Source: an optimization exercise on an open RTL-to-GDS flow (aim: small area, a short achievable clock period and few clock cycles). Production flows keep margins and buffers that such runs may drop.
Where RTL was checked, it was by simulation tests only, not by an equivalence proof against the original.
Power is estimated from default activity; no workload was simulated.

Design psram_alu, start of the top module:
module psram_alu (
  input             clk,
  input             rst,
  input             in_valid,
  output            in_ready,
  input      [31:0] in_cmd,
  input      [63:0] in_a,
  input      [63:0] in_b,
  input      [63:0] in_c,
  input             in_rnd,
  output reg        out_valid,
  output reg [63:0] out_result,
  output reg        out_illegal
);
clock: 20.0 ns
lec_check: 0
abc_area: 1
cap_margin: 20
core_margin: 2
core_utilization: 25
place_density: 0.35
slew_margin: 20
tns_end_percent: 0
standard.sh (not shown) runs the stock make flow with config.mk's settings and CLKGATE_MAP_FILE= SYNTH_SCRIPT=/design/flow/synth_recipe.tcl, a recipe that flattens the netlist after the stock synthesis.
==> flow/flow/run.sh <==
#!/bin/bash
# Standard layout (the standard.sh: standard synthesis, ORFS place and
# route), with the timing repair steps asked to leave a setup margin so that
# they shorten the critical paths well below the 20 ns clock period.
# The clock period and constraints are unchanged.
set -o pipefail
export SETUP_SLACK_MARGIN=16
bash standard.sh > standard.log 2>&1
rc=$?
tail -50 standard.log
exit $rc
The baseline finished clean.
Change:
--- a/flow/design.v
+++ b/flow/design.v
@@ -40,24 +40,25 @@
   wire o_sub = (op == OP_SSUB);
   wire o_mul = (op == OP_SMUL);
   wire o_shl = (op == OP_SSHL);
   wire o_shr = (op == OP_SSHR);
   wire o_rq  = (op == OP_REQUANT);
   wire [31:0] a_w = (wsel == 2'd0) ? {{24{in_a[7]}},  in_a[7:0]}  :
                     (wsel == 2'd1) ? {{16{in_a[15]}}, in_a[15:0]} : in_a[31:0];
   wire [31:0] b_w = (wsel == 2'd0) ? {{24{in_b[7]}},  in_b[7:0]}  :
                     (wsel == 2'd1) ? {{16{in_b[15]}}, in_b[15:0]} : in_b[31:0];
   wire [31:0] d_y = o_rq            ? in_b[31:0] :
                     o_shr           ? a_w :
                     (o_sat | o_shl) ? 32'd0 : b_w;
+  wire [63:0] d_a = (o_sat | o_rq) ? in_a : {{32{a_w[31]}}, a_w};
   wire [5:0] shr_n = (|in_b[63:6]) ? 6'd63 : in_b[5:0];
   wire [6:0] rq_n  = ((|in_c[63:7]) | (in_c[6] & in_c[5])) ? 7'd96 : in_c[6:0];
   wire [4:0] d_k   = (|in_b[63:5]) ? 5'd31 : in_b[4:0];
   wire [5:0] s_1   = o_mul ? imm : shr_n;         
   wire       d_snz = o_rq ? (|rq_n) : (o_mul | o_shr) & (|s_1);
   wire [6:0] d_amt = o_sat ? {1'b0, imm} : o_rq ? rq_n :
                      (o_mul | o_shr) ? ({1'b0, s_1} + 7'd32) :
                      o_shl ? (7'd32 - {2'b0, d_k}) : 7'd32;
   wire [6:0] h_rq  = rq_n - 7'd1;
   wire [5:0] h_1   = s_1 - 6'd1;
   wire       d_hhi = o_rq ? (h_rq[6] | h_rq[5]) : 1'b1;
   wire [5:0] d_hp  = o_rq ? {h_rq[6], h_rq[4:0]} : h_1;
@@ -73,40 +74,37 @@
   assign in_ready = rdy;
   always @(posedge clk) begin
     if (rst) begin
       v1   <= 1'b0;
       pass <= 1'b0;
       rdy  <= 1'b1;
     end else begin
       pass <= ~take;
       if (take) v1 <= in_valid;
       rdy  <= ~take | ~(in_valid & legal & o_rq);
     end
     if (take) begin
-      a1 <= in_a;    y1 <= d_y;
+      a1 <= d_a;     y1 <= d_y;
       sat1 <= legal & o_sat; add1 <= legal & o_add; sub1 <= legal & o_sub;
       mul1 <= legal & o_mul; shl1 <= legal & o_shl; shr1 <= legal & o_shr;
       rq1  <= legal & o_rq;  legal1 <= legal;
       rnd1 <= in_rnd; snz1 <= d_snz; hhi1 <= d_hhi;
       wsel1 <= wsel; amt1 <= d_amt; hp1 <= d_hp;
     end
   end
-  wire [31:0] aw1 = (wsel1 == 2'd0) ? {{24{a1[7]}},  a1[7:0]}  :
-                    (wsel1 == 2'd1) ? {{16{a1[15]}}, a1[15:0]} : a1[31:0];
   wire [32:0] x1 = rq1  ? (pass ? {a1[63], a1[63:32]} : {1'b0, a1[31:0]}) :
-                   mul1 ? {aw1[31], aw1} :
+                   mul1 ? a1[32:0] :
                    sub1 ? {33{1'b1}} : 33'd1;
   wire        half_en = snz1 & (~rq1 | (hhi1 == pass));
-  wire [64:0] r1 = sat1 ? {a1[63], a1} :
-                   (add1 | sub1 | shl1) ? {{33{aw1[31]}}, aw1} :
+  wire [64:0] r1 = (sat1 | add1 | sub1 | shl1) ? {a1[63], a1} :
                    half_en ? ({1'b0, 64'd1} << hp1) : 65'd0;
   wire [64:0] s1, c1;
   psram_mul_cs u_mul (.x(x1), .y(y1), .r(r1), .s(s1), .c(c1));
   reg        v2, sat2, rq2, pass2, legal2, tie2;
   reg [1:0]  wsel2;
   reg [6:0]  amt2;
   reg [64:0] s2, c2;
   always @(posedge clk) begin
     if (rst) v2 <= 1'b0;
     else     v2 <= v1;
     s2 <= s1; c2 <= c1;
     sat2 <= sat1; rq2 <= rq1; pass2 <= pass; legal2 <= legal1;
What happened: Total power stays flat; first-iteration DRC count stays flat; combinational power stays flat; final cell count hardly moves; cell area went down by 1.0%; sequential power went up by about 3%; core utilization went down by 0.37 points; global-route usage went down by 0.20 points; clock skew went down by 0.0065 ns; wire length went down by 1.3%; via count went up by 1.0%; worst setup slack is worse by 0.073 ns; fmax went down by 1.3%; critical path depth went down by 2.
No run of this note included a check of the RTL's function; only the layout flow was run.

* * *

Setup of main:
Another version of the RTL of psram_alu (not shown whole).
Size in the first run: roughly 7,100 cells after synthesis, ~450 flip-flops, roughly 300 I/O pins, ~53,000 um^2 of cells after synthesis.
==> flow/config.mk <==
export PLATFORM = sky130hd
export DESIGN_NAME = psram_alu
export DESIGN_NICKNAME = psram_alu
export VERILOG_FILES = /design/flow/design.v
export SDC_FILE = /design/flow/constraint.sdc
export NUM_CORES = 4
export LEC_CHECK = 0
export ABC_AREA = 1
export CAP_MARGIN = 20
export CORE_MARGIN = 2
export CORE_UTILIZATION = 25
export PLACE_DENSITY = 0.35
export SLEW_MARGIN = 20
export TNS_END_PERCENT = 0
==> flow/constraint.sdc <==
create_clock -name core_clock -period 20.0 [get_ports {clk}]
set_input_delay 4.0000 -clock core_clock [delete_from_list [all_inputs] [get_ports {clk}]]
set_output_delay 4.0000 -clock core_clock [all_outputs]
set_load 0.01 [all_outputs]
Scripts as last shown in full above: flow/flow/run.sh
Here is what was changed in the inputs of the feature branch compared with main.
diff --git a/flow/design.v b/flow/design.v
--- a/flow/design.v
+++ b/flow/design.v
@@ -43,18 +43,19 @@
   wire o_shr = (op == OP_SSHR);
   wire o_rq  = (op == OP_REQUANT);
   wire [31:0] a_w = (wsel == 2'd0) ? {{24{in_a[7]}},  in_a[7:0]}  :
                     (wsel == 2'd1) ? {{16{in_a[15]}}, in_a[15:0]} : in_a[31:0];
   wire [31:0] b_w = (wsel == 2'd0) ? {{24{in_b[7]}},  in_b[7:0]}  :
                     (wsel == 2'd1) ? {{16{in_b[15]}}, in_b[15:0]} : in_b[31:0];
   wire [31:0] d_y = o_rq            ? in_b[31:0] :
                     o_shr           ? a_w :
                     (o_sat | o_shl) ? 32'd0 : b_w;
+  wire [63:0] d_a = (o_sat | o_rq) ? in_a : {{32{a_w[31]}}, a_w};
   wire [5:0] shr_n = (|in_b[63:6]) ? 6'd63 : in_b[5:0];
   wire [6:0] rq_n  = ((|in_c[63:7]) | (in_c[6] & in_c[5])) ? 7'd96 : in_c[6:0];
   wire [4:0] d_k   = (|in_b[63:5]) ? 5'd31 : in_b[4:0];
   wire [5:0] s_1   = o_mul ? imm : shr_n;         
   wire       d_snz = o_rq ? (|rq_n) : (o_mul | o_shr) & (|s_1);
   wire [6:0] d_amt = o_sat ? {1'b0, imm} : o_rq ? rq_n :
                      (o_mul | o_shr) ? ({1'b0, s_1} + 7'd32) :
                      o_shl ? (7'd32 - {2'b0, d_k}) : 7'd32;
   wire [6:0] h_rq  = rq_n - 7'd1;
@@ -76,34 +77,31 @@
       v1   <= 1'b0;
       pass <= 1'b0;
       rdy  <= 1'b1;
     end else begin
       pass <= ~take;
       if (take) v1 <= in_valid;
       rdy  <= ~take | ~(in_valid & legal & o_rq);
     end
     if (take) begin
-      a1 <= in_a;    y1 <= d_y;
+      a1 <= d_a;     y1 <= d_y;
       sat1 <= legal & o_sat; add1 <= legal & o_add; sub1 <= legal & o_sub;
       mul1 <= legal & o_mul; shl1 <= legal & o_shl; shr1 <= legal & o_shr;
       rq1  <= legal & o_rq;  legal1 <= legal;
       rnd1 <= in_rnd; snz1 <= d_snz; hhi1 <= d_hhi;
       wsel1 <= wsel; amt1 <= d_amt; hp1 <= d_hp;
     end
   end
-  wire [31:0] aw1 = (wsel1 == 2'd0) ? {{24{a1[7]}},  a1[7:0]}  :
-                    (wsel1 == 2'd1) ? {{16{a1[15]}}, a1[15:0]} : a1[31:0];
   wire [32:0] x1 = rq1  ? (pass ? {a1[63], a1[63:32]} : {1'b0, a1[31:0]}) :
-                   mul1 ? {aw1[31], aw1} :
+                   mul1 ? a1[32:0] :
                    sub1 ? {33{1'b1}} : 33'd1;
   wire        half_en = snz1 & (~rq1 | (hhi1 == pass));
-  wire [64:0] r1 = sat1 ? {a1[63], a1} :
-                   (add1 | sub1 | shl1) ? {{33{aw1[31]}}, aw1} :
+  wire [64:0] r1 = (sat1 | add1 | sub1 | shl1) ? {a1[63], a1} :
                    half_en ? ({1'b0, 64'd1} << hp1) : 65'd0;
   wire [64:0] s1, c1;
   psram_mul_cs u_mul (.x(x1), .y(y1), .r(r1), .s(s1), .c(c1));
   reg        v2, sat2, rq2, pass2, legal2, tie2;
   reg [1:0]  wsel2;
   reg [6:0]  amt2;
   reg [64:0] s2, c2;
   always @(posedge clk) begin
     if (rst) v2 <= 1'b0;
## What came out
- The feature branch was carried through to the last stage, and its layout satisfied the timing, DRC and antenna checks.
- Compared the feature branch against main; switching power share of the total within noise.
- | fraction of power consumed by the clock network | the feature branch vs main | ≈ equal |
- Note that the non-clock buffer count recorded for main amounts to 1.06 times the value seen in the feature branch.
- Lower routed wire length was reported by main, not the feature branch.
- Compared the feature branch against main; sequential share of layout area within noise.
- The feature branch ends up with lower instance count on the critical path than main does.
- | smallest hold slack | main vs the feature branch | ≈ equal |
- Multi-input gate area in the final layout: main vs the feature branch — no meaningful difference
- The adder and majority cell fraction of the synthesized area of the feature branch and that of main are within noise of each other.
- Compared with main, in the feature branch initial antenna violation count +1; number of buffers and inverters on the critical path went down 11.
- Total number of tap cells for the feature branch is higher than for main.
Testbench counts of the feature branch, summed over its fixed seeds: cycles 26,788.
Only the layout flow was run in main; the RTL was not checked for function there.

afterwards: timing with drivers on the ports:
In the flow no input, the clock included, has a driving cell. The finished layouts below were timed again as built, in two steps. Step 1: set_driving_cell puts a clkbuf_16 on clk and a buf_2 on each other input, an assumption about the parent block. Step 2 adds t to the input delays and takes it off the output delays; t is the mean of the earliest and latest rising clock arrival at the registers after step 1. Input paths then give back, and output paths get back, about the clock's delay inside the block. Three values: no drivers, after step 1, after step 2; two values: the first two.
| run | shift t [ns] | slack for setup (ns) | slew at the worst register clock pin (ns) |
|---|---|---|---|
| the first run of note 1 | 0.780 | 14.316 / 14.306 / 13.590 | 0.07 / 0.07 |
| the second run of note 1 | 0.785 | 14.243 / 14.294 / 13.509 | 0.07 / 0.07 |
| main | 0.800 | 14.624 / 14.633 / 13.871 | 0.07 / 0.07 |
| the feature branch | 0.777 | 14.724 / 14.728 / 13.986 | 0.07 / 0.07 |
After both steps setup and hold are still met in every run listed. For main, which loses most, drivers alone change the setup slack by +0.009 ns; drivers and shift together by -0.753 ns.
